Background: an optimization exercise with open tools, aiming at small area, a short achievable clock period and few clock cycles. Do not read the settings as production practice. RTL that was checked went through simulation tests only; none was proved equivalent to the original. For runs 6 and 7, only the layout was checked, not whether the RTL still works. Power is estimated from default activity; no workload was simulated.

$ cat flow/config.mk
export PLATFORM = sky130hd
export DESIGN_NAME = btcp_rx_check
export DESIGN_NICKNAME = btcp_rx_check
export VERILOG_FILES = /design/flow/design.v
export SDC_FILE = /design/flow/constraint.sdc
export NUM_CORES = 4
export LEC_CHECK = 0
export CAP_MARGIN = 20
export CORE_MARGIN = 2
export CORE_UTILIZATION = 40
export CTS_BUF_LIST = sky130_fd_sc_hd__clkbuf_8
export CTS_CLUSTER_DIAMETER = 200
export CTS_CLUSTER_SIZE = 50
export SETUP_SLACK_MARGIN = 3.6
export SLEW_MARGIN = 20
$ cat flow/constraint.sdc
create_clock -name core_clock -period 6.0 [get_ports {clk}]
set_input_delay 1.2000 -clock core_clock [delete_from_list [all_inputs] [get_ports {clk}]]
set_output_delay 1.2000 -clock core_clock [all_outputs]
set_load 0.01 [all_outputs]
$ cat flow/design.v
module btcp_rx_check (
    input  wire        clk,
    input  wire        rst,
    input  wire        in_valid,
    output wire        in_ready,
    input  wire [31:0] in_data,
    input  wire        in_last,
    input  wire [2:0]  in_nbytes,    
    output wire        res_valid,
    input  wire        res_ready,
    output wire [1:0]  res_status,   
    output wire [15:0] res_seq,
    output wire [15:0] res_ack,
    output wire [7:0]  res_flags,
    output wire [7:0]  res_win,
    output wire [15:0] res_dlen,
    output wire [15:0] res_csum,     
    output wire [15:0] res_calc,     
    output wire        res_csum_ok,
    output wire [2:0]  res_type,
    output wire [9:0]  res_plen
);
    function [15:0] crc_x32;
        input [15:0] v;
        reg   [15:0] c;
        integer k;
        begin
            c = 16'h0000;
            for (k = 15; k >= 0; k = k - 1)
                c = (c[15] ^ v[k]) ? ({c[14:0], 1'b0} ^ 16'h1021)
                                   : {c[14:0], 1'b0};
            for (k = 0; k < 16; k = k + 1)
                c = c[15] ? ({c[14:0], 1'b0} ^ 16'h1021) : {c[14:0], 1'b0};
            crc_x32 = c;
        end
    endfunction
    function [15:0] crc_x16;
        input [15:0] v;
        reg   [15:0] c;
        integer k;
        begin
            c = 16'h0000;
            for (k = 15; k >= 0; k = k - 1)
                c = (c[15] ^ v[k]) ? ({c[14:0], 1'b0} ^ 16'h1021)
                                   : {c[14:0], 1'b0};
            crc_x16 = c;
        end
    endfunction
    function [15:0] crc_u;
        input [15:0] c0;
        reg   [15:0] c;
        integer k;
        begin
            c = c0;
            for (k = 0; k < 8; k = k + 1)
                c = c[0] ? ({1'b0, c[15:1]} ^ 16'h8810) : {1'b0, c[15:1]};
            crc_u = c;
        end
    endfunction
    reg        rx;         
    reg        f1;         
    reg        ub;         
    reg        eq;         
    reg        rv;         
    reg [1:0]  uc;         
    reg [1:0]  hp;         
    reg [7:0]  cnt;        
    reg [1:0]  plo;        
    reg        big;        
    reg [15:0] sh;         
    reg [15:0] t;          
    reg [15:0] seq_r, ack_r, dlen_r, csum_r;
    reg [7:0]  flags_r, win_r;
    reg        ok_r;
    reg [2:0]  type_r;
    reg [1:0]  status_r;
    wire acc  = in_valid & rx;
    wire h0   = (hp == 2'd0);
    wire nb1  = ~in_nbytes[2] & ~in_nbytes[1];
    wire nb12 = ~in_nbytes[2] & ~(in_nbytes[1] & in_nbytes[0]);
    wire nb123 = ~in_nbytes[2];
    wire [15:0] dh = in_data[31:16] & {{8{hp != 2'd2}}, {8{(hp != 2'd2) & ~(in_last & nb1)}}};
    wire [15:0] dl = in_data[15:0]  & {{8{~(in_last & nb12)}}, {8{~(in_last & nb123)}}};
    wire [15:0] ms = crc_x32(sh) ^ t;
    wire [7:0] cbase = h0 ? 8'hFD : cnt;
    always @(posedge clk) begin
        if (rst) begin
            rx <= 1'b1;
            f1 <= 1'b0;
            ub <= 1'b0;
            eq <= 1'b0;
            rv <= 1'b0;
            hp <= 2'd0;
        end else begin
            f1 <= acc & in_last;
            if (acc) begin
                if (in_last) begin
                    rx <= 1'b0;
                    hp <= 2'd0;
                end else if (hp != 2'd3) begin
                    hp <= hp + 2'd1;
                end
            end
            if (f1) begin
                ub <= (uc != 2'd0);
                eq <= (uc == 2'd0);
            end else if (ub) begin
                ub <= (uc != 2'd1);
                eq <= (uc == 2'd1);
            end else begin
                eq <= 1'b0;
            end
            if (eq)
                rv <= 1'b1;
            if (rv & res_ready) begin
                rv <= 1'b0;
                rx <= 1'b1;
            end
        end
    end
    wire        e0  = rx & (hp == 2'd0);
    wire        e1  = rx & (hp == 2'd1);
    wire        e2  = rx & (hp == 2'd2);
    wire        keep = ~(acc | f1 | ub);
    wire        gm  = (acc & ~h0) | f1;
    wire [7:0]  cnext = cbase + {7'd0, ~in_last | in_nbytes[2] | in_nbytes[1]};
    always @(posedge clk) begin
        sh <= (sh & {16{keep}}) | ((ms & {16{gm}}) ^ (dh & {16{acc}}))
            | (crc_u(sh) & {16{ub}});
        if (acc) begin
            cnt <= cnext;
            big <= ~h0 & (big | (cnt == 8'd251 & ~in_last));
            t   <= crc_x16(dl);
        end
        if (rx) begin
            plo <= {~in_nbytes[1], in_nbytes[0]};
            uc  <= 2'd0 - in_nbytes[1:0];
        end else if (ub) begin
            uc  <= uc - 2'd1;
        end
        if (e0) seq_r   <= in_data[31:16];
        if (e0) ack_r   <= in_data[15:0];
        if (e1) flags_r <= in_data[31:24];
        if (e1) win_r   <= in_data[23:16];
        if (e1) dlen_r  <= in_data[15:0];
        if (e2) csum_r  <= in_data[31:16];
        ok_r <= (sh == csum_r);
        case (flags_r)
        8'h02:   type_r <= 3'd1;
        8'h10:   type_r <= 3'd2;
        8'h01:   type_r <= 3'd3;
        8'h12:   type_r <= 3'd4;
        8'h11:   type_r <= 3'd5;
        default: type_r <= ({cnt, plo} != 10'd0) ? 3'd6 : 3'd0;
        endcase
        status_r <= big                           ? 2'd2 :
                    (cnt >= 8'hFD)                ? 2'd1 :
                    (cnt == 8'd252 && plo != 2'd0) ? 2'd2 : 2'd0;
    end
    assign in_ready    = rx;
    assign res_valid   = rv;
    assign res_status  = status_r;
    assign res_seq     = seq_r;
    assign res_ack     = ack_r;
    assign res_flags   = flags_r;
    assign res_win     = win_r;
    assign res_dlen    = dlen_r;
    assign res_csum    = csum_r;
    assign res_calc    = sh;
    assign res_csum_ok = ok_r;
    assign res_type    = type_r;
    assign res_plen    = {cnt, plo};
endmodule
$ cat flow/run.sh
#!/bin/bash
# synth_recipe.tcl (not shown) runs the flow's synth.tcl, then flattens the netlist and writes it again
# the make line also repeats each setting of config.mk as NAME=value (left out here)
make -C /OpenROAD-flow-scripts/flow DESIGN_CONFIG=/design/flow/config.mk WORK_HOME=/design/flow/orfs CLKGATE_MAP_FILE= SYNTH_SCRIPT=/design/flow/synth_recipe.tcl finish
==> summary.md, run 1 <==
| Metric | Value |
|---|---|
| Reg2reg path depth | 7 |
| Initial antenna violation count | 0 |
| IO Port Bufs | 153 |
| Final setup vio count | 0 |
| Vias per inst | ~5 |
| Reg-to-reg endpoint | cnt[4]$_DFFE_PP_ |
| R2R Setup Slk | a little under 4000 ps |
| Clk sink count | between 100 and 150 |
| WP depth | 8 |
| Fillers | between 1000 and 1500 |
| Worst slew pin tran | approximately 900 ps |
| Share of post-route cells with drive strength above 1 | 0.221 |
| Synth Instances | between 500 and 600 |
| Vias in the first global route | approximately 4700 |
| Final min period | approximately 2400 ps |
| Most frequent cells in the layout | 109 x edfxtp_1, 105 x dlygate4sd2_1, 64 x xnor2_1 |
| Final Core Density | 0.559 |
| Simple-gate share of the synthesized area | 0.0765 |
| Non-filler cells, final | 950 |
| Slew margin rel. | 0.386 |
| Syn nets | 561 |
| Area Overhead vs Synth | 38.1% |
| Element type at the critical path end | flop |
| DP HPWL | 11800 µm |
| TritonCTS clock tree | yes |
| Final net count | between 700 and 800 |
| Slowest CP cell | dlygate4sd2_1 |
| H-Tree Depth | 4 |
| Cts bufs inserted | 17 |
| Ports | ~150 |
| First-pass GRT wire length | roughly 26000 µm |
| Main synth FF type | edfxtp_1 |
| Crit path from | in_valid |
| Unrepaired setup endpoints after global routing | true |
| Worst setup path end | sh[0]$_DFF_P_ |
| CTS Buffer Depth | 2 |
| Drt first pass iters | 4 |
| Inst Count DP | between 800 and 900 |
| Post-Syn Area | 0.00693 mm² |
| Reg clk slew, reported paths | around 80 ps |
| Worst-path maximum fanout | 15 |
| Synth Area in Compound Gates | 0.0839 |
| FF+latch count, synth | about 140 |
| Final wirelength | roughly 17000 µm |
| Commonest non-fill, non-tap cell in the layout | edfxtp_1 |
| Vias post-DR | roughly 4700 |
| Unique masters post-synth | 55 |
| Period utilization | 0.397 |
| Synth warnings | 1 |
| DRC viols | 0 |
| Core area | between 0.015 and 0.02 mm² |
| Async set-or-reset flop fraction in the synthesized netlist | 0 |
| Sequential area share after synthesis | 0.556 |
| Cell breakdown of the critical path | dlygate4sd2_1, nand2_4, bufinv_16, a21oi_4, buf_8, nor2_1, xnor2_1, a221o_1 |
| Clock root buffer | clkbuf_8 |
| Setup CP Type | primary input to flop |
| Setup TNS | 0 ps |
| WL/cell | 18.0 µm |
| Total GRT Usage | 0.191 |
| Skew-Pair Late Insertion Delay | between 400 and 500 ps |
| Hold slack | 460 ps |
| MaxCap Viol Count | 0 |
| XOR/XNOR Fraction of Synth Area | 0.234 |
| Site Rows | between 40 and 50 |
| Largest net degree at the start of global routing | 33 |
| Antenna diodes | 0 |
| Syn Area/Cell | between 10 and 15 µm² |
| Post-synthesis mux area share | 0.00144 |
| Initial DRC count | 310 |
| Width of the die | approximately 140 µm |
| Hold Crit Class | flop to flop |
| Final Hold Fails | 0 |
| Placer Congestion | 0.868 |
| Leakage power | roughly 3.8 nW |
| Crit path largest cell delay | between 300 and 400 ps |
| RR Startpoint | hp[0]$_SDFFE_PP0P_ |
| Status | timing/DRC/antenna clean |
| Post-synthesis adder-cell area fraction | 0.0162 |
| VDD IR-drop max | around 0.00031 V |
| Post-synth EDFFs | roughly 110 |
| Initial Util | 0.405 |
| CP Buf/Inv Count | 3 |
| GRT overflow | 0 |
| Slew Viols, Final | 0 |
| Die height | between 100 and 150 µm |
| Clock Skews | between 10 and 15 ps |
| Fmax | approximately 420 MHz |
| WP data arrival | ~2700 ps |
| Critical Path Start Type | primary input |
| PD cells | 512 mW/mm² |
| Crit-path leading delay family | buffers and inverters |
| Final ANT Viol Nets | 0 |
| Die Footprint | ~0.018 mm² |
| WP data required | 6330 ps |
| Largest family of logic cells by synthesized area | XOR/XNOR gates |
==> synthesized netlist by cell type (all sizes together) (11+ instances only) <==
cell,count,area (µm²)
a211o,11,96.3
a21oi,15,82.6
a22oi,13,97.6
buf,18,129
clkbuf,12,45.0
dfxtp,29,581
edfxtp,109,3270
inv,12,45.1
nand2,31,116
nand3,13,65.1
nor2,25,93.8
o21ai,12,60.1
xnor2,71,723
xnor3,18,410
xor2,36,345
==> tightest hold or removal path, cell delays in order (launching register included) <==
cell and delay, ps:
dfxtp_1 300, nor2_1 80, a211oi_1 50
==> power by group <==
group / internal (mW) / leakage (nW) / switching [mW] / total (mW)
Combinational: 1.53 / 2.34 / 1.34 / 2.87
Sequential: 1.20 / 1.28 / 0.0860 / 1.29
Clock: 0.386 / 0.198 / 0.346 / 0.732
Total: 3.12 / 3.82 / 1.77 / 4.90
==> flip-flops by register name (all words and copies together) (netlist names) <==
signal and count:
plo 2, status_r 2, ok_r 1, f1 1
cnt 8, rv 1, big 1, dlen_r 16
seq_r 16, flags_r 8, eq 1, uc 2
t 16, sh 16, csum_r 16, hp 2
ub 1, rx 1, ack_r 16, win_r 8
type_r 3
==> layer usage <==
metal  GRT usage  up-vias  part of all wire
li1            -     2258                 -
met1       0.240     2328              0.43
met2       0.325      145              0.51
met3      0.0561        4             0.060
met4      0.0440        0            0.0032
met5           0        -                 0
==> cell type report <==
type,count,area [µm²],share of cell area
Clock inverter,13,126,0.0132
Multi-Input combinational cell,332,3060,0.320
Tap cell,225,282,0.0294
Timing Repair Buffer,210,1840,0.193
Inverter,12,71.3,0.00745
Timing Repair inverter,1,8.76,0.000915
Sequential cell,138,3920,0.409
Clock buffer,19,262,0.0273
==> timing repair <==
action,CTS,global route
pin swaps,7,2
gates resized for setup,189,29
cloned,1,1
hold buffers,0,0
endpoints found under the setup margin,153,38
setup buffers,40,15
==> worst min path at each step <==
| stage | from | endpoint | slack, ps | cells past startpoint |
|---|---|---|---|---|
| after global placement | eq$_SDFF_PP0_ | rv$_SDFFE_PP0P_ | 450 | 2 |
| final | eq$_SDFF_PP0_ | rv$_SDFFE_PP0P_ | 460 | 2 |
| after floorplan | eq$_SDFF_PP0_ | rv$_SDFFE_PP0P_ | 440 | 2 |
| after global routing | eq$_SDFF_PP0_ | rv$_SDFFE_PP0P_ | 490 | 2 |
| after detailed placement | eq$_SDFF_PP0_ | rv$_SDFFE_PP0P_ | 460 | 2 |
| after CTS | eq$_SDFF_PP0_ | rv$_SDFFE_PP0P_ | 470 | 2 |
==> through the flow <==
step	setup WS, ps	total power [mW]	area, µm²
after global placement	2250	4.06	8630
after floorplan	3550	3.47	7000
after detailed placement	2150	4.08	8630
final	3620	4.90	9570
after global routing	3580	5.16	9570
after CTS	3590	4.91	9400
==> logic make-up after synthesis <==
group           after synthesis
compound gates               82
simple gates                109
flops                       138
fa+ha+maj                     9
xor+xnor                    131
buf+inv                      42
mux                           1
Testbench counts, summed over its fixed seeds: cycles 28,905.
==> run 2: changes to the inputs <==
==> flow/flow/run.sh (new file) <==
#!/bin/bash
# The standard layout (standard.sh), with two changes to the ORFS
# variables: port buffers use a small buffer cell, and after global
# routing's timing repair, cells off the critical paths are downsized
# (RECOVER_POWER). Each step's full log is under orfs/logs; make's own
# output goes to standard.log.
set -euo pipefail
bash standard.sh \
  BUFFER_PORTS_ARGS="-buffer_cell sky130_fd_sc_hd__buf_2" \
  RECOVER_POWER=100 \
  finish > standard.log 2>&1
==> flow/standard.sh (new file) <==
#!/bin/bash
# synth_recipe.tcl (not shown) runs the flow's synth.tcl, then flattens the netlist and writes it again
# the make line also repeats each setting of config.mk as NAME=value (left out here)
make -C /OpenROAD-flow-scripts/flow DESIGN_CONFIG=/design/flow/config.mk WORK_HOME=/design/flow/orfs CLKGATE_MAP_FILE= SYNTH_SCRIPT=/design/flow/synth_recipe.tcl "${@:-finish}"
--- a/flow/config.mk
+++ b/flow/config.mk
@@ -12,4 +12,4 @@
 export CTS_CLUSTER_DIAMETER = 200
 export CTS_CLUSTER_SIZE = 50
-export SETUP_SLACK_MARGIN = 3.6
+export SETUP_SLACK_MARGIN = 3.8
 export SLEW_MARGIN = 20
removed: flow/run.sh
==> run 2 against run 1 <==
Now fails the layout checks on capacitance limit, slew limit; register-to-register slack worse by 1400 ps; clock-buffer cell count down 2; cell area down 10%; die area unchanged; routed wire length up 1.5%; combinational power down 2%; hold slack better by 14 ps; clock power down 4.2%; sequential power down 3%; non-clock buffer count up 3.
==> summary.md, run 2 <==
| Metric | Value |
|---|---|
| Status | complete, but fails checks |
| Failing Checks | capacitance limit, slew limit |
| Total GRT Usage | 0.194 (+0.00372) |
| FF+latch count, synth | 138 (unchanged) |
| CTS Buffer Depth | 2 (unchanged) |
| Post-synth top area share | 0.472 (unchanged) |
| WP data arrival | 3990 ps (+1280 ps) |
| Cell breakdown of the critical path | clkbuf_1, nand2_1, clkinvlp_2, nor3_4, a22oi_1, nand3b_1 |
| Worst-path maximum fanout | 30 (+15) |
| IO Port Bufs | 153 (unchanged) |
| VDD IR-drop max | 0.000292 V (-5.4%) |
| RR Startpoint | rx$_SDFFE_PP1P_ |
| Post-Syn Area | 0.00693 mm² (unchanged) |
| Crit path largest cell delay | 1110 ps (+800 ps) |
| Final Hold Fails | 0 (unchanged) |
| Drt first pass iters | 5 (+1) |
| Width of the die | 136 µm (unchanged) |
| Element type at the critical path end | flop |
| Commonest non-fill, non-tap cell in the layout | clkbuf_1 |
| Yosys top cell by area | edfxtp_1 |
| Largest net degree at the start of global routing | 33 (unchanged) |
| Setup CP Type | primary input to flop |
| Final setup vio count | 0 (unchanged) |
| Unrepaired setup endpoints after global routing | true |
| Top post-synthesis cells by area | edfxtp_1 47%, dfxtp_1 8.4%, xnor2_1 8.2% |
| Final wirelength | 17400 µm (+1.5%) |
| Sequential area share after synthesis | 0.556 (unchanged) |
| Fillers | 1635 (+14%) |
| Critical Path Start Type | primary input |
| Unique masters post-synth | 55 (unchanged) |
| Vias post-DR | 4799 (+1.4%) |
| Site Rows | 48 (unchanged) |
| H-Tree Depth | 4 (unchanged) |
| Skew-Pair Late Insertion Delay | 450 ps (about the same) |
| WP data required | 6370 ps (+40 ps) |
| PD cells | 555 mW/mm² (+8.5%) |
| R2R Setup Slk | 2580 ps (-1350 ps) |
| Top-count cell post-synth | edfxtp_1 |
| Final ANT Viol Nets | 0 (unchanged) |
| Vias in the first global route | 4955 (+5.6%) |
| Slowest CP cell | clkinvlp_2 |
| Hold slack | 473 ps (+13.7 ps) |
| Slew margin rel. | -0.618 (-1.00) |
| Clock Skews | 15.4 ps (+3.74 ps) |
| Ports | 154 (unchanged) |
| Worst slew pin tran | 2420 ps (+1500 ps) |
| DP Worst Slack | 3050 ps (+909 ps) |
| Final net count | 764 (+0.39%) |
| Most frequent cells in the layout | 146 x clkbuf_1, 109 x edfxtp_1, 63 x xnor2_1 |
| Die Footprint | 0.0184 mm² (unchanged) |
| WL/cell | 18.3 µm (+1.2%) |
| MaxCap Viol Count | 3 (+3) |
| Reg2reg path depth | 6 (-1) |
| Clock root buffer | clkbuf_8 |
| Hold Crit Class | flop to flop |
| Synth warnings | 1 (unchanged) |
| Period utilization | 0.603 (+0.205) |
| Vias per inst | 5.04 (+1.0%) |
| Synth top cells by count | 109 x edfxtp_1, 65 x xnor2_1, 32 x xor2_1, 31 x nand2_1, 29 x dfxtp_1 |
| Cts bufs inserted | 17 (unchanged) |
| Main synth FF type | edfxtp_1 |
| Reg clk slew, reported paths | 80 ps (about the same) |
| Post-CTS Hold Buffers | 0 (unchanged) |
| Slew Viols, Final | 66 (+66) |
| Post-synth EDFFs | 109 (unchanged) |
| Setup TNS | 0 ps (unchanged) |
| Placer Congestion | 0.847 (-2.5%) |
| Syn nets | 561 (unchanged) |
| DRC viols | 0 (unchanged) |
| First-pass GRT wire length | 26700 µm (+0.99%) |
| Final min period | 3620 ps (+1230 ps) |
| Initial Util | 0.405 (unchanged) |
| Antenna diodes | 0 (unchanged) |
| Reg-to-reg endpoint | sh[1]$_DFF_P_ |
| Clk sink count | 138 (unchanged) |
| DP HPWL | 12000 µm (+1.4%) |
| Core area | 0.0171 mm² (unchanged) |
| Placed cell areas | 0.00801 mm² (-7.2%) |
| Share of post-route cells with drive strength above 1 | 0.190 (-0.0311) |
| Die height | 136 µm (unchanged) |
| GRT overflow | 0 (unchanged) |
| Post-route cell area | 0.00858 mm² (-10%) |
| TritonCTS clock tree | yes |
| Leakage power | 3.19 nW (-17%) |
| Async set-or-reset flop fraction in the synthesized netlist | 0 (unchanged) |
| Initial DRC count | 372 (+20%) |
| Fmax | 277 MHz (-34%) |
| Setup WS post-layout | 2380 ps (-1230 ps) |
| Area Overhead vs Synth | 23.8% |
| Final total power | 4.76 mW (-2.8%) |
| Synth Instances | 512 (unchanged) |
| Initial antenna violation count | 0 (unchanged) |
| Worst setup path end | sh[1]$_DFF_P_ |
| Syn Area/Cell | 13.5 µm² (unchanged) |
| Crit path from | in_valid |
==> run 2: critical path, delay by kind of cell <==
kind / cells / cell delay [ps]
AND/OR/NAND/NOR: 3 / 1360
buffers and inverters: 2 / 1210
AO/OA/AOI/OAI: 1 / 200
==> run 2: layout make-up <==
type	count	area (µm²)	area share
Multi-Input combinational cell	333	2990	0.348
Timing Repair Buffer	213	1020	0.119
Sequential cell	138	3880	0.452
Tap cell	225	282	0.0328
Clock buffer	17	234	0.0273
Clock inverter	15	128	0.0149
Inverter	12	46.3	0.00540
==> run 2: metal layers <==
layer | up-vias | part of all wire | GRT usage
met5 | - | 0 | 0
li1 | 2270 | - | -
met4 | 0 | 0.020 | 0.0735
met1 | 2342 | 0.42 | 0.240
met2 | 167 | 0.50 | 0.329
met3 | 20 | 0.067 | 0.0486
==> run 2: cell families (layout without fill, tap and decap cells) <==
logic type      Yosys count  after routing  synth area share
fa+ha+maj                 9              9            0.0162
simple gates            109            109            0.0765
xor+xnor                131            131             0.234
mux                       1              1           0.00144
compound gates           82             83            0.0839
flops                   138            138             0.556
buf+inv                  42            257            0.0316
==> run 2: worst min-delay path by stage <==
stage / from / endpoint / slack (ps) / cells after the start
detailed placement: eq$_SDFF_PP0_ / rv$_SDFFE_PP0P_ / 460 / 2
floorplan: eq$_SDFF_PP0_ / rv$_SDFFE_PP0P_ / 440 / 2
CTS: rv$_SDFFE_PP0P_ / rv$_SDFFE_PP0P_ / 470 / 1
global placement: eq$_SDFF_PP0_ / rv$_SDFFE_PP0P_ / 450 / 2
finish: eq$_SDFF_PP0_ / rv$_SDFFE_PP0P_ / 470 / 2
global route: eq$_SDFF_PP0_ / rv$_SDFFE_PP0P_ / 500 / 2
==> run 2: power by group <==
part	internal [mW]	total (mW)	switching, mW
combinational	1.47	2.80	1.33
clock	0.326	0.701	0.375
sequential	1.19	1.25	0.0668
==> run 2: per-stage QoR <==
stage / cells / utilization
after CTS: 942 / 0.515
after global placement: 861 / 0.468
after detailed placement: 861 / 0.468
after floorplan: 512 / -
final: 953 / 0.501
after global routing: 953 / 0.501
==> run 2: what timing repair did <==
action / in CTS / in global routing
endpoints found under the setup margin: 80 / 69
buffers inserted: 48 / 11
hold endpoints to repair: 0 / 0
resized for setup: 39 / 1
pin swaps: 1 / 2
gates cloned: 1 / 0
==> run 3: changes to the inputs <==
==> flow/flow/run.sh (replaced) <==
#!/bin/bash
# The standard layout (standard.sh), with the port buffers made from a
# small buffer cell. Each step's full log is under orfs/logs; make's own
# output goes to standard.log.
set -euo pipefail
bash standard.sh \
  BUFFER_PORTS_ARGS="-buffer_cell sky130_fd_sc_hd__buf_1" \
  finish > standard.log 2>&1
--- a/flow/config.mk
+++ b/flow/config.mk
@@ -12,4 +12,4 @@
 export CTS_CLUSTER_DIAMETER = 200
 export CTS_CLUSTER_SIZE = 50
-export SETUP_SLACK_MARGIN = 3.8
+export SETUP_SLACK_MARGIN = 3.4
 export SLEW_MARGIN = 20
==> run 3 against run 2 <==
The run now finishes clean; non-clock buffer count fell by 58; clock skew fell by 1.2 ps; global-route usage shrank 1.4 points; utilization down 2.8 points; largest cell class unchanged; register-to-register slack gained 1100 ps; clock power up about 20%.
==> summary.md, run 3 <==
| Metric | Value |
|---|---|
| Skew-Pair Late Insertion Delay | 440 ps (about the same) |
| WP depth | 1 (-5) |
| Final net count | 705 (-7.7%) |
| Synth top cells by count | 109 x edfxtp_1, 65 x xnor2_1, 32 x xor2_1, 31 x nand2_1, 29 x dfxtp_1 |
| Cell depth of the worst hold path | 2 (unchanged) |
| Site Rows | 48 (unchanged) |
| DP HPWL | 11900 µm (-0.73%) |
| VDD IR-drop max | 0.000318 V (+9.0%) |
| MaxCap Viol Count | 0 (-3) |
| Cell breakdown of the critical path | buf_1 |
| Fmax | 389 MHz (+41%) |
| Critical Path Start Type | flop |
| Core area | 0.0171 mm² (unchanged) |
| Final Hold Fails | 0 (unchanged) |
| Unique masters post-synth | 55 (unchanged) |
| Final total power | 4.74 mW (-0.42%) |
| Yosys top cell by area | edfxtp_1 |
| CP Buf/Inv Count | 1 (-1) |
| GR Layer Usage met2 | 0.308 (-0.0210) |
| Width of the die | 136 µm (unchanged) |
| Reg-to-reg endpoint | sh[0]$_DFF_P_ |
| Hold_sp | eq$_SDFF_PP0_ |
| Final setup vio count | 0 (unchanged) |
| Fillers | 1590 (-2.8%) |
| Grt met3 use | 0.0542 (+0.00561) |
| Share of post-route cells with drive strength above 1 | 0.103 (-0.0864) |
| Die height | 136 µm (unchanged) |
| Period utilization | 0.428 (-0.174) |
| Status | timing/DRC/antenna clean |
| Async set-or-reset flop fraction in the synthesized netlist | 0 (unchanged) |
| Synth warnings | 1 (unchanged) |
| DRC viols | 0 (unchanged) |
| Crit path largest cell delay | 710 ps (-400 ps) |
| Multi-input gate area | 0.00288 mm² (-3.6%) |
| Worst Hold Endpoint | rv$_SDFFE_PP0P_ |
| Antenna diodes | 0 (unchanged) |
| Area Overhead vs Synth | 16.9% |
| Synth Instances | 512 (unchanged) |
| Drt first pass iters | 4 (-1) |
| PD cells | 585 mW/mm² (+5.4%) |
| FF+latch count, synth | 138 (unchanged) |
| Ports | 154 (unchanged) |
| Storage element area | 0.00386 mm² (-0.42%) |
| Leakage power | 2.91 nW (-8.9%) |
| Top-count cell post-synth | edfxtp_1 |
| RR Startpoint | hp[0]$_SDFFE_PP0P_ |
| Vias per inst | 5.01 (-0.53%) |
| H-Tree Depth | 4 (unchanged) |
| IO Port Bufs | 153 (unchanged) |
| CTS Buffer Depth | 2 (unchanged) |
| Commonest non-fill, non-tap cell in the layout | buf_1 |
| Setup CP Type | flop to output port |
| Crit-path leading delay family | flip-flops |
| Sequential area share after synthesis | 0.556 (unchanged) |
| Reg2reg path depth | 7 (+1) |
| Hold slack | 478 ps (+4.37 ps) |
| TritonCTS clock tree | yes |
| Main synth FF type | edfxtp_1 |
| Clk sink count | 138 (unchanged) |
| Vias in the first global route | 4438 (-10%) |
| Syn nets | 561 (unchanged) |
| WL/cell | 17.9 µm (-1.7%) |
| Post-synth top area share | 0.472 (unchanged) |
| Syn Area/Cell | 13.5 µm² (unchanged) |
| Element type at the critical path end | output port |
| Slew Viols, Final | 0 (-100%) |
| Vias post-DR | 4478 (-6.7%) |
| Slew margin rel. | 0.390 (+1.01) |
| Met1 Use GR | 0.224 (-0.0156) |
| Non-filler cells, final | 894 (-6.2%) |
| WP data arrival | 1370 ps (-2620 ps) |
| WP data required | 4800 ps (-1570 ps) |
| Reg clk slew, reported paths | 80 ps (about the same) |
| Unrepaired setup endpoints after global routing | true |
| Most frequent cells in the layout | 153 x buf_1, 109 x edfxtp_1, 65 x xnor2_1 |
| Setup TNS | 0 ps (unchanged) |
| Worst slew pin tran | 915 ps (-1510 ps) |
| Cts bufs inserted | 17 (unchanged) |
| GRT overflow | 0 (unchanged) |
| Total GRT Usage | 0.180 (-0.0143) |
| Clock Skews | 14.2 ps (-1.25 ps) |
| Post-Syn Area | 0.00693 mm² (unchanged) |
| Placer Congestion | 0.842 (-0.63%) |
| Inst Count DP | 861 (unchanged) |
| Final ANT Viol Nets | 0 (unchanged) |
| Initial Util | 0.405 (unchanged) |
| Initial DRC count | 270 (-27%) |
| Hold Crit Class | flop to flop |
| Final min period | 2570 ps (-1050 ps) |
| First-pass GRT wire length | 24600 µm (-7.8%) |
| Worst-path maximum fanout | 8 (-73%) |
| Top post-synthesis cells by area | edfxtp_1 47%, dfxtp_1 8.4%, xnor2_1 8.2% |
| Clock root buffer | clkbuf_8 |
| Die Footprint | 0.0184 mm² (unchanged) |
| Largest net degree at the start of global routing | 33 (unchanged) |
| Slowest CP cell | dfxtp_1 |
| Layer with the highest usage | met2 |
| Initial antenna violation count | 0 (unchanged) |
| Post-synth EDFFs | 109 (unchanged) |
| Final wirelength | 16000 µm (-7.8%) |
| R2R Setup Slk | 3660 ps (+1080 ps) |
==> run 3: cell counts after synthesis <==
No cell type changed its count.
==> run 3: cell families after synthesis <==
logic type / Yosys count / synth area share
and+or+nand+nor: 109 / 0.0765
xor gates and xnor gates: 131 / 0.234
adders and majority gates: 9 / 0.0162
AOI/OAI and AO/OA: 82 / 0.0839
DFF: 138 / 0.556
muxes: 1 / 0.00144
buffers and inverters: 42 / 0.0316
==> run 3: through the flow <==
stage | area (µm²) | setup WS [ps] | util
floorplan | 6940 | 3400 | -
global placement | 7630 | 2590 | 0.446
detailed placement | 7630 | 2530 | 0.446
CTS | 8080 | 3300 | 0.472
global route | 8100 | 3330 | 0.473
finish | 8100 | 3430 | 0.473
==> run 3: how the worst max path moves through the flow <==
stage / end / startpoint
after global routing: sh[0]$_DFF_P_ / in_valid
after global placement: sh[0]$_DFF_P_ / in_valid
after floorplan: cnt[4]$_DFFE_PP_ / in_last
after detailed placement: sh[0]$_DFF_P_ / in_valid
after CTS: sh[0]$_DFF_P_ / in_valid
final: res_calc[0] / sh[0]$_DFF_P_
==> run 3: power breakdown <==
| group | internal [mW] | switching, mW | total (mW) |
|---|---|---|---|
| clock | 0.488 | 0.355 | 0.843 |
| sequential | 1.18 | 0.275 | 1.45 |
| combinational | 1.38 | 1.07 | 2.44 |
==> run 3: area by class of cell <==
class / instances / area share
Inverter: 12 / 0.00556
Timing Repair Buffer: 155 / 0.0727
Clock buffer: 17 / 0.0289
Tap cell: 225 / 0.0347
Clock inverter: 15 / 0.0256
Multi-Input combinational cell: 332 / 0.356
Sequential cell: 138 / 0.477
==> run 3: per-layer routing <==
metal / vias up / share of wire
li1: 2138 / -
met1: 2185 / 0.43
met2: 145 / 0.50
met3: 10 / 0.058
met4: 0 / 0.0089
met5: - / 0
==> run 3: what timing repair did <==
item / in CTS / in global routing
hold buffers: 0 / 0
setup buffers: 0 / 1
setup endpoints to repair: 19 / 17
resized for setup: 6 / 5
==> run 3: worst register-to-register path, stage by stage, from the launching register on <==
cell and delay [ps]:
dfxtp_1 370, inv_1 100, ha_1 220, and3b_2 440, a21boi_2 560, nand2_1 140
xnor2_1 140, a221o_1 260
==> run 4: changes to the inputs <==
--- a/flow/config.mk
+++ b/flow/config.mk
@@ -12,4 +12,4 @@
 export CTS_CLUSTER_DIAMETER = 200
 export CTS_CLUSTER_SIZE = 50
-export SETUP_SLACK_MARGIN = 3.4
+export SETUP_SLACK_MARGIN = 4.0
 export SLEW_MARGIN = 20
==> run 4 against run 3 <==
Still clean; register-to-register slack improved by 390 ps; first-iteration DRC count is 30% higher; clock skew is 6.0 ps lower; clock power is 3.2% higher; largest cell class unchanged; largest power group unchanged.
==> summary.md, run 4 <==
| Metric | Value |
|---|---|
| Slowest CP cell | edfxtp_1 |
| Final wirelength | 17800 µm (+11%) |
| MaxCap Viol Count | 0 (unchanged) |
| Worst-path maximum fanout | 3 (-5) |
| Placed cell areas | 0.00785 mm² (+3.0%) |
| Hold_sp | eq$_SDFF_PP0_ |
| Largest net degree at the start of global routing | 33 (unchanged) |
| Slew margin rel. | 0.405 (+0.0153) |
| Leakage power | 3.96 nW (+36%) |
| Placer Congestion | 0.851 (+1.2%) |
| Yosys top cell by area | edfxtp_1 |
| Cell breakdown of the critical path | buf_1 |
| Total GRT Usage | 0.192 (+0.0125) |
| Die Footprint | 0.0184 mm² (unchanged) |
| Share of post-route cells with drive strength above 1 | 0.443 (+0.340) |
| Unrepaired setup endpoints after global routing | true |
| Period utilization | 0.374 (-0.0546) |
| Status | timing/DRC/antenna clean |
| Synth warnings | 1 (unchanged) |
| Reg-to-reg endpoint | sh[7]$_DFF_P_ |
| Top post-synthesis cells by area | edfxtp_1 47%, dfxtp_1 8.4%, xnor2_1 8.2% |
| H-Tree Depth | 4 (unchanged) |
| Worst slew pin tran | 892 ps (-23.0 ps) |
| DP HPWL | 11600 µm (-2.6%) |
| Crit-path leading delay family | flip-flops |
| Hold Crit Class | flop to flop |
| DRC viols | 0 (unchanged) |
| Commonest non-fill, non-tap cell in the layout | edfxtp_1 |
| Core area | 0.0171 mm² (unchanged) |
| Initial DRC count | 352 (+30%) |
| Worst Hold Endpoint | rv$_SDFFE_PP0P_ |
| Site Rows | 48 (unchanged) |
| Ports | 154 (unchanged) |
| Reg clk slew, reported paths | 80 ps (about the same) |
| Skew-Pair Late Insertion Delay | 440 ps (about the same) |
| Die height | 136 µm (unchanged) |
| WP data arrival | 1040 ps (-330 ps) |
| R2R Setup Slk | 4050 ps (+390 ps) |
| Drt first pass iters | 4 (unchanged) |
| Cell depth of the worst hold path | 2 (unchanged) |
| TritonCTS clock tree | yes |
| Initial antenna violation count | 0 (unchanged) |
| Setup WS post-layout | 3760 ps (+327 ps) |
| GRT overflow | 0 (unchanged) |
| Vias in the first global route | 4770 (+7.5%) |
| First-pass GRT wire length | 26500 µm (+7.7%) |
| CTS Buffer Depth | 2 (unchanged) |
| Setup CP Type | flop to output port |
| PD cells | 568 mW/mm² (-2.8%) |
| Final min period | 2240 ps (-327 ps) |
| RR Startpoint | sh[13]$_DFF_P_ |
| Setup TNS | 0 ps (unchanged) |
| Area Overhead vs Synth | 41.0% |
| Crit path largest cell delay | 440 ps (-270 ps) |
| Cts bufs inserted | 17 (unchanged) |
| Post-synth top area share | 0.472 (unchanged) |
| Critical Path Start Type | flop |
| Synth top cells by count | 109 x edfxtp_1, 65 x xnor2_1, 32 x xor2_1, 31 x nand2_1, 29 x dfxtp_1 |
| Non-filler cells, final | 995 (+11%) |
| Clk sink count | 138 (unchanged) |
| Reg2reg path depth | 6 (-1) |
| DP Worst Slack | 2320 ps (-208 ps) |
| Post-synth EDFFs | 109 (unchanged) |
| Width of the die | 136 µm (unchanged) |
| WP data required | 4800 ps (about the same) |
| WL/cell | 17.9 µm (-0.42%) |
| VDD IR-drop max | 0.000359 V (+13%) |
| Sequential area share after synthesis | 0.556 (unchanged) |
| Final net count | 806 (+14%) |
| Clock root buffer | clkbuf_8 |
| Post-route cell area | 0.00977 mm² (+21%) |
| Unique masters post-synth | 55 (unchanged) |
| Slew Viols, Final | 0 (unchanged) |
| CP Buf/Inv Count | 1 (unchanged) |
| Fmax | 446 MHz (+15%) |
| Element type at the critical path end | output port |
| Final setup vio count | 0 (unchanged) |
| IO Port Bufs | 153 (unchanged) |
| Main synth FF type | edfxtp_1 |
| Async set-or-reset flop fraction in the synthesized netlist | 0 (unchanged) |
| Vias post-DR | 4979 (+11%) |
| Inst Count DP | 860 (-0.12%) |
| Final ANT Viol Nets | 0 (unchanged) |
| Initial Util | 0.405 (unchanged) |
| FF+latch count, synth | 138 (unchanged) |
| Syn Area/Cell | 13.5 µm² (unchanged) |
| Vias per inst | 5.00 (about the same) |
| Synth Instances | 512 (unchanged) |
| Syn nets | 561 (unchanged) |
| Clock Skews | 8.13 ps (-6.03 ps) |
| Antenna diodes | 0 (unchanged) |
| Final Hold Fails | 0 (unchanged) |
| Most frequent cells in the layout | 109 x edfxtp_1, 91 x buf_4, 79 x clkbuf_2 |
| Top-count cell post-synth | edfxtp_1 |
| Post-Syn Area | 0.00693 mm² (unchanged) |
run 4: cell count changes in the layout (fill, tap and decap cells not counted), moves of 5 or more:
cell | before | now
buf_4 | 2 | 91
xnor2_4 | 5 | 10
dfxtp_4 | 0 | 17
buf_6 | 0 | 28
dfxtp_2 | 8 | 1
xnor2_1 | 65 | 53
buf_1 | 153 | 35
buf_2 | 0 | 14
a21oi_4 | 0 | 5
xnor2_2 | 1 | 8
dfxtp_1 | 21 | 11
clkbuf_2 | 0 | 79
run 4: layer usage:
metal / vias to the layer above / track usage / part of all wire
met4: 0 / 0.0602 / 0.011
met2: 186 / 0.320 / 0.51
met3: 16 / 0.0501 / 0.058
li1: 2346 / - / -
met5: - / 0 / 0
met1: 2431 / 0.248 / 0.42
run 4: repair_timing:
item | 4_1_cts | 5_1_grt
setup buffers | 64 | 37
pin swaps | 15 | 43
resized for setup | 112 | 136
gates cloned | 1 | 1
endpoints found under the hold margin | 0 | 0
hold buffers | 0 | 0
setup endpoints to repair | 185 | 173
run 4: logic make-up (layout without fill, tap and decap cells):
group                      after synthesis  in the layout  share of synthesized area
xor gates and xnor gates               131            131                      0.234
muxes                                    1              1                    0.00144
buffers and inverters                   42            299                     0.0316
DFF                                    138            138                      0.556
and+or+nand+nor                        109            109                     0.0765
adders and majority gates                9              9                     0.0162
AOI/OAI and AO/OA                       82             83                     0.0839
run 4: final cells by class:
cell class	instances	area (µm²)
clock buffers	19	262
clock inverters	13	199
fillers	1399	7350
inverters	12	71.3
multi-input cells	333	3320
flip-flops and latches	138	3920
well taps	225	282
repair buffers	254	1710
repair inverters	1	11.3
run 4: where the power goes:
group,switching [mW],leakage [nW],internal [mW]
Clock,0.356,0.237,0.514
Sequential,0.0831,1.28,1.20
Combinational,1.53,2.45,1.87
Total,1.97,3.96,3.59
run 4: how the worst max path moves through the flow:
stage | depth (start not counted) | startpoint | to | slack [ps]
3_5_place_dp | 6 | in_valid | sh[0]$_DFF_P_ | 2320
4_1_cts | 1 | cnt[7]$_DFFE_PP_ | res_plen[9] | 3690
6_report | 1 | cnt[7]$_DFFE_PP_ | res_plen[9] | 3760
5_1_grt | 1 | cnt[5]$_DFFE_PP_ | res_plen[7] | 3720
3_3_place_gp | 6 | in_valid | sh[0]$_DFF_P_ | 2430
2_1_floorplan | 7 | in_last | cnt[4]$_DFFE_PP_ | 3570
run 4: metrics by stage:
stage	hold slack, ps	util	total power, mW
after floorplan	441	-	3.49
after global placement	456	0.459	3.94
after detailed placement	463	0.459	3.99
after CTS	467	0.533	5.18
after global routing	492	0.571	5.82
final	463	0.571	5.55
==> run 5: changes to the inputs <==
--- a/flow/config.mk
+++ b/flow/config.mk
@@ -12,4 +12,4 @@
 export CTS_CLUSTER_DIAMETER = 200
 export CTS_CLUSTER_SIZE = 50
-export SETUP_SLACK_MARGIN = 4.0
+export SETUP_SLACK_MARGIN = 3.8
 export SLEW_MARGIN = 20
==> run 5 against run 4 <==
Setup slack gained 7.2 ps; non-clock buffer count decreased by 36; clock power shrank 15%; largest cell class unchanged; total power decreased by 13%; fmax up 0.32%; register-to-register slack worse by 110 ps; cell area decreased by 9.2%; synthesized cell count unchanged; clock-buffer cell count stayed put; synthesized area did not move; still clean on timing, DRC and antenna; clock skew rose by 4.0 ps; first-iteration DRC count decreased by 6.0%.
==> summary.md, run 5 <==
| Metric | Value |
|---|---|
| Status | timing/DRC/antenna clean |
| Placer Congestion | 0.846 (-0.59%) |
| Fillers | 1527 (+9.1%) |
| Core area | 0.0171 mm² (unchanged) |
| Setup TNS | 0 ps (unchanged) |
| H-Tree Depth | 4 (unchanged) |
| Slowest CP cell | edfxtp_1 |
| Layer with the highest usage | met2 |
| Post-synthesis mux area share | 0.00144 (unchanged) |
| Async set-or-reset flop fraction in the synthesized netlist | 0 (unchanged) |
| Vias post-DR | 4814 (-3.3%) |
| Final Hold Fails | 0 (unchanged) |
| Largest net degree at the start of global routing | 33 (unchanged) |
| Unique masters post-synth | 55 (unchanged) |
| Area Overhead vs Synth | 28.0% |
| IO Port Bufs | 153 (unchanged) |
| Post-Syn Area | 0.00693 mm² (unchanged) |
| Yosys top cell by area | edfxtp_1 |
| Largest family of logic cells by synthesized area | XOR/XNOR gates |
| Syn nets | 561 (unchanged) |
| Cell breakdown of the critical path | clkbuf_2 |
| CP Buf/Inv Count | 1 (unchanged) |
| XOR/XNOR Fraction of Synth Area | 0.234 (unchanged) |
| Ports | 154 (unchanged) |
| Worst Hold Endpoint | rv$_SDFFE_PP0P_ |
| Crit path largest cell delay | 440 ps (about the same) |
| Simple-gate share of the synthesized area | 0.0765 (unchanged) |
| Cts bufs inserted | 17 (unchanged) |
| Final min period | 2240 ps (-7.16 ps) |
| Clock Skews | 12.1 ps (+4.00 ps) |
| Vias in the first global route | 4684 (-1.8%) |
| RR Startpoint | hp[0]$_SDFFE_PP0P_ |
| Net Sw Power | 1.77 mW (-10%) |
| Unrepaired setup endpoints after global routing | true |
| Crit path from | plo[1]$_DFFE_PP_ |
| Clock root buffer | clkbuf_8 |
| Leakage power | 3.45 nW (-13%) |
| Share of post-route cells with drive strength above 1 | 0.312 (-0.130) |
| Element type at the critical path end | output port |
| Cell-internal power | 3.08 mW (-14%) |
| Grt met3 use | 0.0509 (+0.000748) |
| Skew-Pair Late Insertion Delay | 440 ps (about the same) |
| PD cells | 546 mW/mm² (-4.0%) |
| Post-synth EDFFs | 109 (unchanged) |
| Site Rows | 48 (unchanged) |
| Synth Area in Compound Gates | 0.0839 (unchanged) |
| Crit-path leading delay family | flip-flops |
| Placed cell areas | 0.00781 mm² (-0.54%) |
| Post-route cell area | 0.00887 mm² (-9.2%) |
| Final wirelength | 17100 µm (-3.6%) |
| Clock power share | 0.152 (-0.005) |
| Hold Crit Class | flop to flop |
| Drt first pass iters | 7 (+3) |
| Clk sink count | 138 (unchanged) |
| Fmax | 447 MHz (+0.32%) |
| Main synth FF type | edfxtp_1 |
| Critical Path Start Type | flop |
| Period utilization | 0.373 (-0.00119) |
| Slew margin rel. | 0.389 (-0.0166) |
| Synth top cells by count | 109 x edfxtp_1, 65 x xnor2_1, 32 x xor2_1, 31 x nand2_1, 29 x dfxtp_1 |
| Hold_sp | rv$_SDFFE_PP0P_ |
| GRT overflow | 0 (unchanged) |
| Post-synthesis adder-cell area fraction | 0.0162 (unchanged) |
| Die height | 136 µm (unchanged) |
| Slew Viols, Final | 0 (unchanged) |
| Vias per inst | 5.03 (+0.42%) |
| Die Footprint | 0.0184 mm² (unchanged) |
| VDD IR-drop max | 0.000335 V (-6.5%) |
| WP data required | 4800 ps (about the same) |
| Top-count cell post-synth | edfxtp_1 |
| DP HPWL | 11600 µm (+0.53%) |
| Cell depth of the worst hold path | 1 (-1) |
| Synth warnings | 1 (unchanged) |
| Gate power share | 0.586 (-0.025) |
| Worst slew pin tran | 917 ps (+24.9 ps) |
| Initial Util | 0.405 (unchanged) |
| Setup CP Type | flop to output port |
| First-pass GRT wire length | 25500 µm (-3.8%) |
| Final ANT Viol Nets | 0 (unchanged) |
| Most frequent cells in the layout | 109 x edfxtp_1, 85 x buf_1, 66 x buf_4 |
| Total GRT Usage | 0.186 (-0.00644) |
| Final setup vio count | 0 (unchanged) |
| DRC viols | 0 (unchanged) |
| CTS Buffer Depth | 2 (unchanged) |
| Antenna diodes | 0 (unchanged) |
| WP data arrival | 1040 ps (about the same) |
| Reg2reg path depth | 7 (+1) |
| MaxCap Viol Count | 0 (unchanged) |
| Met1 Use GR | 0.234 (-0.0137) |
| Top post-synthesis cells by area | edfxtp_1 47%, dfxtp_1 8.4%, xnor2_1 8.2% |
| Worst-path maximum fanout | 3 (unchanged) |
| Seq pwr share | 0.262 (+0.030) |
| Initial DRC count | 331 (-6.0%) |
| Sequential area share after synthesis | 0.556 (unchanged) |
| Initial antenna violation count | 0 (unchanged) |
| Final net count | 769 (-4.6%) |
| FF+latch count, synth | 138 (unchanged) |
| Width of the die | 136 µm (unchanged) |
| Post-synth top area share | 0.472 (unchanged) |
| Reg clk slew, reported paths | 70 ps (about the same) |
| R2R Setup Slk | 3940 ps (-110 ps) |
| Syn Area/Cell | 13.5 µm² (unchanged) |
| WL/cell | 17.9 µm (about the same) |
| Commonest non-fill, non-tap cell in the layout | edfxtp_1 |
| Switching Fraction | 0.365 (+0.0107) |
| GR Layer Usage met2 | 0.314 (-0.00533) |
| Reg-to-reg endpoint | cnt[4]$_DFFE_PP_ |
| TritonCTS clock tree | yes |
| Synth Instances | 512 (unchanged) |
==> run 5: area by class of cell <==
cell class,count,area (µm²),area share
Clock buffer,19,262,0.0295
Clock inverter,13,128,0.0144
Inverter,12,50.0,0.00564
Multi-Input combinational cell,333,3080,0.348
Sequential cell,138,3920,0.442
Tap cell,225,282,0.0317
Timing Repair Buffer,218,1150,0.130
==> run 5: timing repair <==
| item | in CTS | in global routing |
|---|---|---|
| gates cloned | 0 | 1 |
| hold endpoints to repair | 0 | 0 |
| pin swaps | 0 | 3 |
| endpoints found under the setup margin | 82 | 79 |
| hold buffers | 0 | 0 |
| setup buffers | 50 | 15 |
| gates resized for setup | 52 | 62 |
==> run 5: stage by stage <==
step / worst slack, ps / hold WS (ps) / util / cells / total power [mW]
floorplan: 3570 / 441 / - / 512 / 3.48
global placement: 2570 / 455 / 0.456 / 860 / 3.91
detailed placement: 2510 / 454 / 0.456 / 860 / 3.93
CTS: 3660 / 452 / 0.507 / 942 / 4.83
global route: 3700 / 483 / 0.518 / 958 / 5.10
finish: 3760 / 455 / 0.518 / 958 / 4.84
==> run 5: metal layers <==
metal	vias to the layer above	part of all wire
met3	19	0.065
li1	2273	-
met5	-	0
met4	0	0.014
met1	2339	0.42
met2	183	0.50
==> run 5: logic make-up (layout without fill, tap and decap cells) <==
family | after synthesis | in the layout
AO/OA/AOI/OAI | 82 | 83
buffers and inverters | 42 | 262
XOR/XNOR | 131 | 131
flip-flops | 138 | 138
multiplexers | 1 | 1
AND/OR/NAND/NOR | 109 | 109
adder cells (fa/ha/maj) | 9 | 9
==> run 5: power by group through the flow <==
stage / Sequential, mW / Clock [mW] / Combinational (mW)
3_3_place_gp: 1.47 / 0 / 2.44
2_1_floorplan: 1.29 / 0 / 2.20
5_1_grt: 1.28 / 0.799 / 3.02
4_1_cts: 1.27 / 0.763 / 2.80
6_report: 1.27 / 0.738 / 2.84
3_5_place_dp: 1.47 / 0 / 2.46
==> run 5: how the worst max path moves through the flow <==
stage | to | slack, ps | cells past startpoint
after global routing | res_plen[1] | 3700 | 1
after global placement | sh[0]$_DFF_P_ | 2570 | 6
after floorplan | cnt[4]$_DFFE_PP_ | 3570 | 7
final | res_plen[1] | 3760 | 1
after CTS | sh[0]$_DFF_P_ | 3660 | 7
after detailed placement | sh[0]$_DFF_P_ | 2510 | 6
==> run 6: changes to the inputs <==
--- a/flow/design.v
+++ b/flow/design.v
@@ -122,10 +122,10 @@
     wire        e1  = rx & (hp == 2'd1);
     wire        e2  = rx & (hp == 2'd2);
-    wire        keep = ~(acc | f1 | ub);
-    wire        gm  = (acc & ~h0) | f1;
+    wire [15:0] sh_w = (ms & {16{~h0}}) ^ dh;
+    wire [15:0] sh_n = (sh & {16{~(f1 | ub)}}) | (ms & {16{f1}})
+                     | (crc_u(sh) & {16{ub}});
     wire [7:0]  cnext = cbase + {7'd0, ~in_last | in_nbytes[2] | in_nbytes[1]};
     always @(posedge clk) begin
-        sh <= (sh & {16{keep}}) | ((ms & {16{gm}}) ^ (dh & {16{acc}}))
-            | (crc_u(sh) & {16{ub}});
+        sh <= (sh_w & {16{acc}}) | (sh_n & {16{~acc}});
         if (acc) begin
             cnt <= cnext;
==> run 6 against run 5 <==
Total power rose by 17%; clock-buffer cell count fell by 1; die area rose by 2.1%; sequential power barely moved; fmax rose by 0.63%; critical path depth did not move; first-iteration DRC count rose by 3.9%; highest routed layer unchanged.
==> summary.md, run 6 <==
| Metric | Value |
|---|---|
| Crit path from | csum_r[11]$_DFFE_PP_ |
| Vias in the first global route | 5250 (+12%) |
| Width of the die | 137 µm (+1.1%) |
| RR Startpoint | sh[14]$_DFF_P_ |
| Cts bufs inserted | 17 (unchanged) |
| FF+latch count, synth | 138 (unchanged) |
| Final setup vio count | 0 (unchanged) |
| Post-synthesis adder-cell area fraction | 0.0159 (-0.000350) |
| WL/cell | 18.4 µm (+2.9%) |
| Net Sw Power | 2.17 mW (+23%) |
| GRT overflow | 0 (unchanged) |
| Core area | 0.0173 mm² (+1.1%) |
| Synth Area in Compound Gates | 0.0961 (+0.0121) |
| Worst slew pin tran | 888 ps (-28.9 ps) |
| Initial DRC count | 344 (+3.9%) |
| Element type at the critical path end | output port |
| CP Buf/Inv Count | 1 (unchanged) |
| VDD IR-drop max | 0.000367 V (+9.4%) |
| CTS Buffer Depth | 2 (unchanged) |
| Synth top cells by count | 109 x edfxtp_1, 69 x xnor2_1, 34 x nor2_1, 34 x xor2_1, 33 x nand2_1 |
| Unique masters post-synth | 57 (+3.6%) |
| Vias per inst | 5.27 (+5.0%) |
| Area Overhead vs Synth | 32.6% |
| Yosys top cell by area | edfxtp_1 |
| Clock root buffer | clkbuf_8 |
| Post-synthesis mux area share | 0.00706 (+0.00562) |
| Antenna diodes | 0 (unchanged) |
| Switching Fraction | 0.383 (+0.0188) |
| Crit-path leading delay family | flip-flops |
| Synth warnings | 1 (unchanged) |
| Site Rows | 48 (unchanged) |
| Slew margin rel. | 0.408 (+0.0193) |
| Ports | 154 (unchanged) |
| Final min period | 2220 ps (-13.9 ps) |
| Total GRT Usage | 0.200 (+0.0140) |
| Slew Viols, Final | 0 (unchanged) |
| Clk sink count | 138 (unchanged) |
| H-Tree Depth | 4 (unchanged) |
| Setup CP Type | flop to output port |
| Share of post-route cells with drive strength above 1 | 0.333 (+0.0205) |
| Post-synth EDFFs | 109 (unchanged) |
| IO Port Bufs | 153 (unchanged) |
| Reg clk slew, reported paths | 80 ps (about the same) |
| Fillers | 1494 (-2.2%) |
| PD cells | 603 mW/mm² (+11%) |
| Unrepaired setup endpoints after global routing | true |
| Fmax | 450 MHz (+0.63%) |
| Cell breakdown of the critical path | buf_1 |
| Final Hold Fails | 0 (unchanged) |
| DRC viols | 0 (unchanged) |
| Final net count | 841 (+9.4%) |
| Seq pwr share | 0.230 (-0.032) |
| WP data required | 4800 ps (about the same) |
| Most frequent cells in the layout | 109 x edfxtp_1, 86 x buf_4, 80 x buf_1 |
| Initial antenna violation count | 0 (unchanged) |
| Sequential area share after synthesis | 0.544 (-0.0120) |
| Die Footprint | 0.0188 mm² (+2.1%) |
| XOR/XNOR Fraction of Synth Area | 0.216 (-0.0183) |
| Final wirelength | 19000 µm (+11%) |
| Worst-path maximum fanout | 2 (-1) |
| Hold Crit Class | flop to flop |
| Synth Instances | 563 (+10%) |
| Simple-gate share of the synthesized area | 0.0913 (+0.0148) |
| Initial Util | 0.410 (+0.00461) |
| Final ANT Viol Nets | 0 (unchanged) |
| Hold_sp | rv$_SDFFE_PP0P_ |
| WP data arrival | 1020 ps (-20 ps) |
| Setup TNS | 0 ps (unchanged) |
| Clock Skews | 18.0 ps (+5.90 ps) |
| Main synth FF type | edfxtp_1 |
| Top-count cell post-synth | edfxtp_1 |
| Clock power share | 0.130 (-0.022) |
| Skew-Pair Late Insertion Delay | 440 ps (about the same) |
| DP HPWL | 12600 µm (+8.7%) |
| Post-Syn Area | 0.00708 mm² (+2.2%) |
| Syn nets | 612 (+9.1%) |
| Largest family of logic cells by synthesized area | XOR/XNOR gates |
| Post-CTS Hold Buffers | 0 (unchanged) |
| Status | timing/DRC/antenna clean |
| MaxCap Viol Count | 0 (unchanged) |
| Syn Area/Cell | 12.6 µm² (-7.1%) |
| Slowest CP cell | edfxtp_1 |
| Vias post-DR | 5433 (+13%) |
| Crit path largest cell delay | 430 ps (about the same) |
| Period utilization | 0.370 (-0.00231) |
| Gate power share | 0.640 (+0.054) |
| TritonCTS clock tree | yes |
| Async set-or-reset flop fraction in the synthesized netlist | 0 (unchanged) |
| Die height | 137 µm (+1.1%) |
| Placer Congestion | 0.850 (+0.40%) |
| Post-synth top area share | 0.462 (-0.0102) |
| Drt first pass iters | 5 (-2) |
| Top post-synthesis cells by area | edfxtp_1 46%, xnor2_1 8.5%, dfxtp_1 8.2% |
| Cell-internal power | 3.49 mW (+14%) |
| Largest net degree at the start of global routing | 35 (+6.1%) |
| Commonest non-fill, non-tap cell in the layout | edfxtp_1 |
| First-pass GRT wire length | 28000 µm (+9.8%) |
| Leakage power | 3.73 nW (+8.2%) |
| Final Core Density | 0.543 (+0.0245) |
| Critical Path Start Type | flop |
-- run 6: path summary, 6_finish.rpt --
kind	slack [ps]	depth (start not counted)	end
hold reg to reg	460	1	rv$_SDFFE_PP0P_
setup reg to reg	3840	6	sh[8]$_DFF_P_
hold / removal	460	1	rv$_SDFFE_PP0P_
setup / recovery	3780	1	res_csum[11]
-- run 6: metrics by stage --
stage	instances	total power [mW]	setup slack [ps]	hold slack [ps]	instance area [µm²]
final	1030	5.67	3780	456	9390
after global routing	1030	5.94	3720	477	9390
after CTS	1007	5.38	3730	476	9030
after detailed placement	910	4.32	2240	462	7970
after global placement	910	4.30	2320	459	7970
after floorplan	563	3.68	3600	436	7310
-- run 6: metal layers --
metal	global-route usage	vias to the layer above	share of wire
met1	0.243	2655	0.41
met4	0.0716	0	0.028
met3	0.0533	37	0.073
met5	0	-	0
met2	0.342	242	0.49
li1	-	2499	-
-- run 6: final cells by class --
type | count | area (µm²) | area share
sequential | 138 | 3920 | 0.417
multi-input combinational | 376 | 3330 | 0.354
clock inverter | 14 | 133 | 0.0141
inverter | 16 | 72.6 | 0.00773
timing repair buffer | 243 | 1410 | 0.150
clock buffer | 18 | 248 | 0.0264
tap | 225 | 282 | 0.0300
-- run 6: timing repair --
| action | 4_1_cts | 5_1_grt |
|---|---|---|
| endpoints found under the setup margin | 146 | 100 |
| pin swaps | 5 | 6 |
| gates resized for setup | 67 | 87 |
| buffers inserted | 65 | 23 |
-- run 6: cell families (layout without fill, tap and decap cells) --
group	count (synthesis)	in the layout
flops	138	138
simple gates	133	133
xor+xnor	130	130
compound gates	99	99
buf+inv	49	291
fa+ha+maj	9	9
mux	5	5
-- run 6: power groups by stage --
stage / Combinational (mW) / Clock (mW) / Sequential [mW]
floorplan: 2.39 / 0 / 1.29
global placement: 2.83 / 0 / 1.47
detailed placement: 2.85 / 0 / 1.47
CTS: 3.33 / 0.755 / 1.30
global route: 3.83 / 0.797 / 1.32
finish: 3.62 / 0.738 / 1.30
==> run 7: changes to the inputs <==
--- a/flow/design.v
+++ b/flow/design.v
@@ -35,14 +35,13 @@
         end
     endfunction
-    function [15:0] crc_x16;
+    function [15:0] crc_d16;
         input [15:0] v;
         reg   [15:0] c;
         integer k;
         begin
-            c = 16'h0000;
-            for (k = 15; k >= 0; k = k - 1)
-                c = (c[15] ^ v[k]) ? ({c[14:0], 1'b0} ^ 16'h1021)
-                                   : {c[14:0], 1'b0};
-            crc_x16 = c;
+            c = v;
+            for (k = 0; k < 16; k = k + 1)
+                c = c[0] ? ({1'b0, c[15:1]} ^ 16'h8810) : {1'b0, c[15:1]};
+            crc_d16 = c;
         end
     endfunction
@@ -69,5 +68,4 @@
     reg        big;        
     reg [15:0] sh;         
-    reg [15:0] t;          
     reg [15:0] seq_r, ack_r, dlen_r, csum_r;
     reg [7:0]  flags_r, win_r;
@@ -82,5 +80,5 @@
     wire [15:0] dh = in_data[31:16] & {{8{hp != 2'd2}}, {8{(hp != 2'd2) & ~(in_last & nb1)}}};
     wire [15:0] dl = in_data[15:0]  & {{8{~(in_last & nb12)}}, {8{~(in_last & nb123)}}};
-    wire [15:0] ms = crc_x32(sh) ^ t;
+    wire [15:0] ms = crc_x32(sh);
     wire [7:0] cbase = h0 ? 8'hFD : cnt;
     always @(posedge clk) begin
@@ -122,14 +120,13 @@
     wire        e1  = rx & (hp == 2'd1);
     wire        e2  = rx & (hp == 2'd2);
-    wire [15:0] sh_w = (ms & {16{~h0}}) ^ dh;
-    wire [15:0] sh_n = (sh & {16{~(f1 | ub)}}) | (ms & {16{f1}})
-                     | (crc_u(sh) & {16{ub}});
+    wire        keep = ~(acc | f1 | ub);
+    wire        gm  = (acc & ~h0) | f1;
     wire [7:0]  cnext = cbase + {7'd0, ~in_last | in_nbytes[2] | in_nbytes[1]};
     always @(posedge clk) begin
-        sh <= (sh_w & {16{acc}}) | (sh_n & {16{~acc}});
+        sh <= (sh & {16{keep}}) | ((ms & {16{gm}}) ^ ((dh ^ crc_d16(dl)) & {16{acc}}))
+            | (crc_u(sh) & {16{ub}});
         if (acc) begin
             cnt <= cnext;
             big <= ~h0 & (big | (cnt == 8'd251 & ~in_last));
-            t   <= crc_x16(dl);
         end
         if (rx) begin
--- a/flow/config.mk
+++ b/flow/config.mk
@@ -12,4 +12,4 @@
 export CTS_CLUSTER_DIAMETER = 200
 export CTS_CLUSTER_SIZE = 50
-export SETUP_SLACK_MARGIN = 3.8
+export SETUP_SLACK_MARGIN = 3.6
 export SLEW_MARGIN = 20
==> run 7 against run 6 <==
Combinational power down 14%; global-route usage down 0.17 points; still clean; clock skew down 4.3 ps; hold slack better by 26 ps; synthesized cell count down 11%; sequential share of layout area up 0.22 points; utilization down 2.9 points; critical path depth up 9; largest cell class unchanged; fmax down 12%.
==> summary.md, run 7 <==
| Metric | Value |
|---|---|
| Status | timing/DRC/antenna clean |
| Multi-input gate area | 0.00312 mm² (-6.1%) |
| Unrepaired setup endpoints after global routing | true |
| RR Startpoint | sh[15]$_DFF_P_ |
| Worst slew pin tran | 878 ps (-9.48 ps) |
| Cell breakdown of the critical path | buf_8, buf_12, nor3b_4, buf_4, nor3b_1, xnor2_1, xor2_1, nor2_1, xnor2_1, a221o_1 |
| CP Buf/Inv Count | 3 (+2) |
| Largest family of logic cells by synthesized area | XOR/XNOR gates |
| Fmax | 398 MHz (-12%) |
| Post-Syn Area | 0.00645 mm² (-8.9%) |
| Most frequent cells in the layout | 137 x buf_1, 93 x edfxtp_1, 91 x xnor2_1 |
| DP HPWL | 12200 µm (-3.8%) |
| Initial Util | 0.408 (-0.00199) |
| Unique masters post-synth | 57 (unchanged) |
| Die height | 131 µm (-4.4%) |
| Ports | 154 (unchanged) |
| Simple-gate share of the synthesized area | 0.0950 (+0.00372) |
| Reg clk slew, reported paths | 70 ps (about the same) |
| Skew-Pair Late Insertion Delay | 440 ps (about the same) |
| Vias in the first global route | 4480 (-15%) |
| Critical Path Start Type | primary input |
| Vias per inst | 4.96 (-6.1%) |
| Slew Viols, Final | 0 (unchanged) |
| DRC viols | 0 (unchanged) |
| Worst-path maximum fanout | 5 (+3) |
| Clk sink count | 122 (-12%) |
| IO Port Bufs | 153 (unchanged) |
| Setup CP Type | primary input to flop |
| FF+latch count, synth | 122 (-12%) |
| Final min period | 2510 ps (+293 ps) |
| Post-synth EDFFs | 93 (-15%) |
| Synth Area in Compound Gates | 0.0541 (-0.0420) |
| Crit-path leading delay family | simple AND/OR/NAND/NOR gates |
| Final wirelength | 16500 µm (-13%) |
| Final setup vio count | 0 (unchanged) |
| Clock Skews | 13.7 ps (-4.32 ps) |
| Post-synthesis adder-cell area fraction | 0.0175 (+0.00156) |
| Final Hold Fails | 0 (unchanged) |
| CTS Buffer Depth | 2 (unchanged) |
| Leakage power | 2.94 nW (-21%) |
| Storage element area | 0.00341 mm² (-13%) |
| Yosys top cell by area | edfxtp_1 |
| Hold_sp | eq$_SDFF_PP0_ |
| Initial DRC count | 232 (-33%) |
| Hold Crit Class | flop to flop |
| Clock root buffer | clkbuf_8 |
| Top post-synthesis cells by area | edfxtp_1 43%, xnor2_1 13%, dfxtp_1 9.0% |
| H-Tree Depth | 4 (unchanged) |
| Most frequent CP cell | xnor2_1 |
| TritonCTS clock tree | yes |
| Element type at the critical path end | flop |
| WL/cell | 18.5 µm (+0.28%) |
| Sequential area share after synthesis | 0.523 (-0.0211) |
| GRT overflow | 0 (unchanged) |
| Crit path largest cell delay | 280 ps (-150 ps) |
| Largest net degree at the start of global routing | 30 (-14%) |
| First-pass GRT wire length | 25200 µm (-9.8%) |
| VDD IR-drop max | 0.000694 V (+89%) |
| Post-synth top area share | 0.433 (-0.0291) |
| Setup TNS | 0 ps (unchanged) |
| Main synth FF type | edfxtp_1 |
| Placer Congestion | 0.884 (+4.0%) |
| Fillers | 1410 (-5.6%) |
| Non-filler cells, final | 896 (-13%) |
| Inst Count DP | 843 (-7.4%) |
| Syn nets | 549 (-10%) |
| Commonest non-fill, non-tap cell in the layout | buf_1 |
| Slowest CP cell | nor3b_4 |
| Post-synthesis mux area share | 0.0134 (+0.00632) |
| Drt first pass iters | 5 (unchanged) |
| Final ANT Viol Nets | 0 (unchanged) |
| Total GRT Usage | 0.198 (-0.00168) |
| XOR/XNOR Fraction of Synth Area | 0.265 (+0.0493) |
| Share of post-route cells with drive strength above 1 | 0.206 (-0.127) |
| PD cells | 633 mW/mm² (+5.0%) |
| Slew margin rel. | 0.414 (+0.00632) |
| Final net count | 716 (-15%) |
| Post-CTS Hold Buffers | 0 (unchanged) |
| Syn Area/Cell | 12.9 µm² (+2.5%) |
| Core area | 0.0158 mm² (-8.5%) |
| Synth top cells by count | 98 x xnor2_1, 93 x edfxtp_1, 36 x nand2_1, 36 x nor2_1 |
| Die Footprint | 0.0172 mm² (-8.7%) |
| WP data arrival | 2840 ps (+1820 ps) |
| Period utilization | 0.419 (+0.0489) |
| MaxCap Viol Count | 0 (unchanged) |
| Crit path from | in_nbytes[2] |
| Top-count cell post-synth | xnor2_1 |
| Width of the die | 131 µm (-4.4%) |
| Initial antenna violation count | 0 (unchanged) |
| Vias post-DR | 4440 (-18%) |
| Antenna diodes | 0 (unchanged) |
| Area Overhead vs Synth | 26.1% |
| Site Rows | 46 (-4.2%) |
| Async set-or-reset flop fraction in the synthesized netlist | 0 (unchanged) |
| Synth warnings | 1 (unchanged) |
| Cts bufs inserted | 17 (unchanged) |
| WP data required | 6330 ps (+1530 ps) |
| Synth Instances | 500 (-11%) |
## run 7: cell count changes in the layout (fill, tap and decap cells not counted), moves of 9 or more
cell	change
dfxtp_2	+9
buf_4	-68
a21oi_1	-12
clkbuf_2	-56
xnor2_1	+28
a221o_1	+14
edfxtp_1	-16
o21ai_0	-9
dfxtp_4	-10
buf_1	+57
## run 7: through the flow
step | setup slack [ps] | hold WS (ps) | area (µm²) | utilization | total power [mW]
floorplan | 3280 | 436 | 6610 | - | 3.82
global placement | 2770 | 451 | 7290 | 0.461 | 4.27
detailed placement | 2720 | 475 | 7290 | 0.461 | 4.27
CTS | 3520 | 484 | 7970 | 0.503 | 5.10
global route | 3470 | 505 | 8130 | 0.514 | 5.48
finish | 3490 | 482 | 8130 | 0.514 | 5.15
## run 7: path summary, 6_finish.rpt
| path | end | slack [ps] | cells past startpoint |
|---|---|---|---|
| worst min-delay path | rv$_SDFFE_PP0P_ | 480 | 2 |
| worst min register to register | rv$_SDFFE_PP0P_ | 480 | 2 |
| worst max register to register | sh[13]$_DFF_P_ | 3640 | 7 |
| worst max-delay path | sh[7]$_DFF_P_ | 3490 | 10 |
## run 7: kinds of logic after synthesis
kind of cell,after synthesis
buffers and inverters,40
xor gates and xnor gates,153
muxes,7
adders and majority gates,9
and+or+nand+nor,125
DFF,122
AOI/OAI and AO/OA,44
## run 7: layer usage
layer / vias up / track usage / wire [µm]
li1: 2069 / - / -
met1: 2193 / 0.266 / 7110
met2: 162 / 0.311 / 8000
met3: 16 / 0.0558 / 1200
met4: 0 / 0.0688 / 225
met5: - / 0 / 0
## run 7: report_power, final
part	total, mW	switching, mW	internal, mW	leakage, nW
clock	0.746	0.330	0.416	0.204
sequential	1.30	0.250	1.05	1.12
combinational	3.10	1.36	1.74	1.62
total	5.15	1.94	3.21	2.94
## run 7: final cells by class
cell class,instances,area share
repair buffers,176,0.108
multi-input cells,338,0.384
clock inverters,14,0.0195
flip-flops and latches,122,0.419
clock buffers,18,0.0305
well taps,216,0.0332
inverters,12,0.00585
## run 7: worst min-delay path: stages (launching register included)
cell and delay (ps):
dfxtp_1 300, nor2_1 90, a211oi_1 50
## run 7: timing repair
item                                    4_1_cts  5_1_grt
setup buffers                                13        8
pin swaps                                    13       14
resized for setup                            58       24
cloned                                        0        0
endpoints found under the setup margin       38       22

==> what the ideal ports hide <==
No port has a modelled driver above. Below, the same layouts with a new extraction and two added sets of constraints. Step 1: set_driving_cell puts a clkbuf_16 on clk and a buf_2 on each other input, an assumption about the parent block. Step 2 also shifts input and output timing later by t, the mid clock arrival at the registers, as if the neighbouring blocks saw the same clock. a / b / c = ideal ports / drivers / drivers and shift; a / b = the first two.
run | t (ns) | slack for setup (ns)
run 1 | 0.468 | 3.615 / 3.617 / 3.158
run 2 | 0.475 | 2.384 / 2.388 / 1.913
run 3 | 0.463 | 3.430 / 3.397 / 3.020
run 4 | 0.476 | 3.758 / 3.721 / 3.479
run 5 | 0.470 | 3.765 / 3.729 / 3.331
run 6 | 0.469 | 3.779 / 3.745 / 3.346
run 7 | 0.467 | 3.485 / 3.475 / 3.008
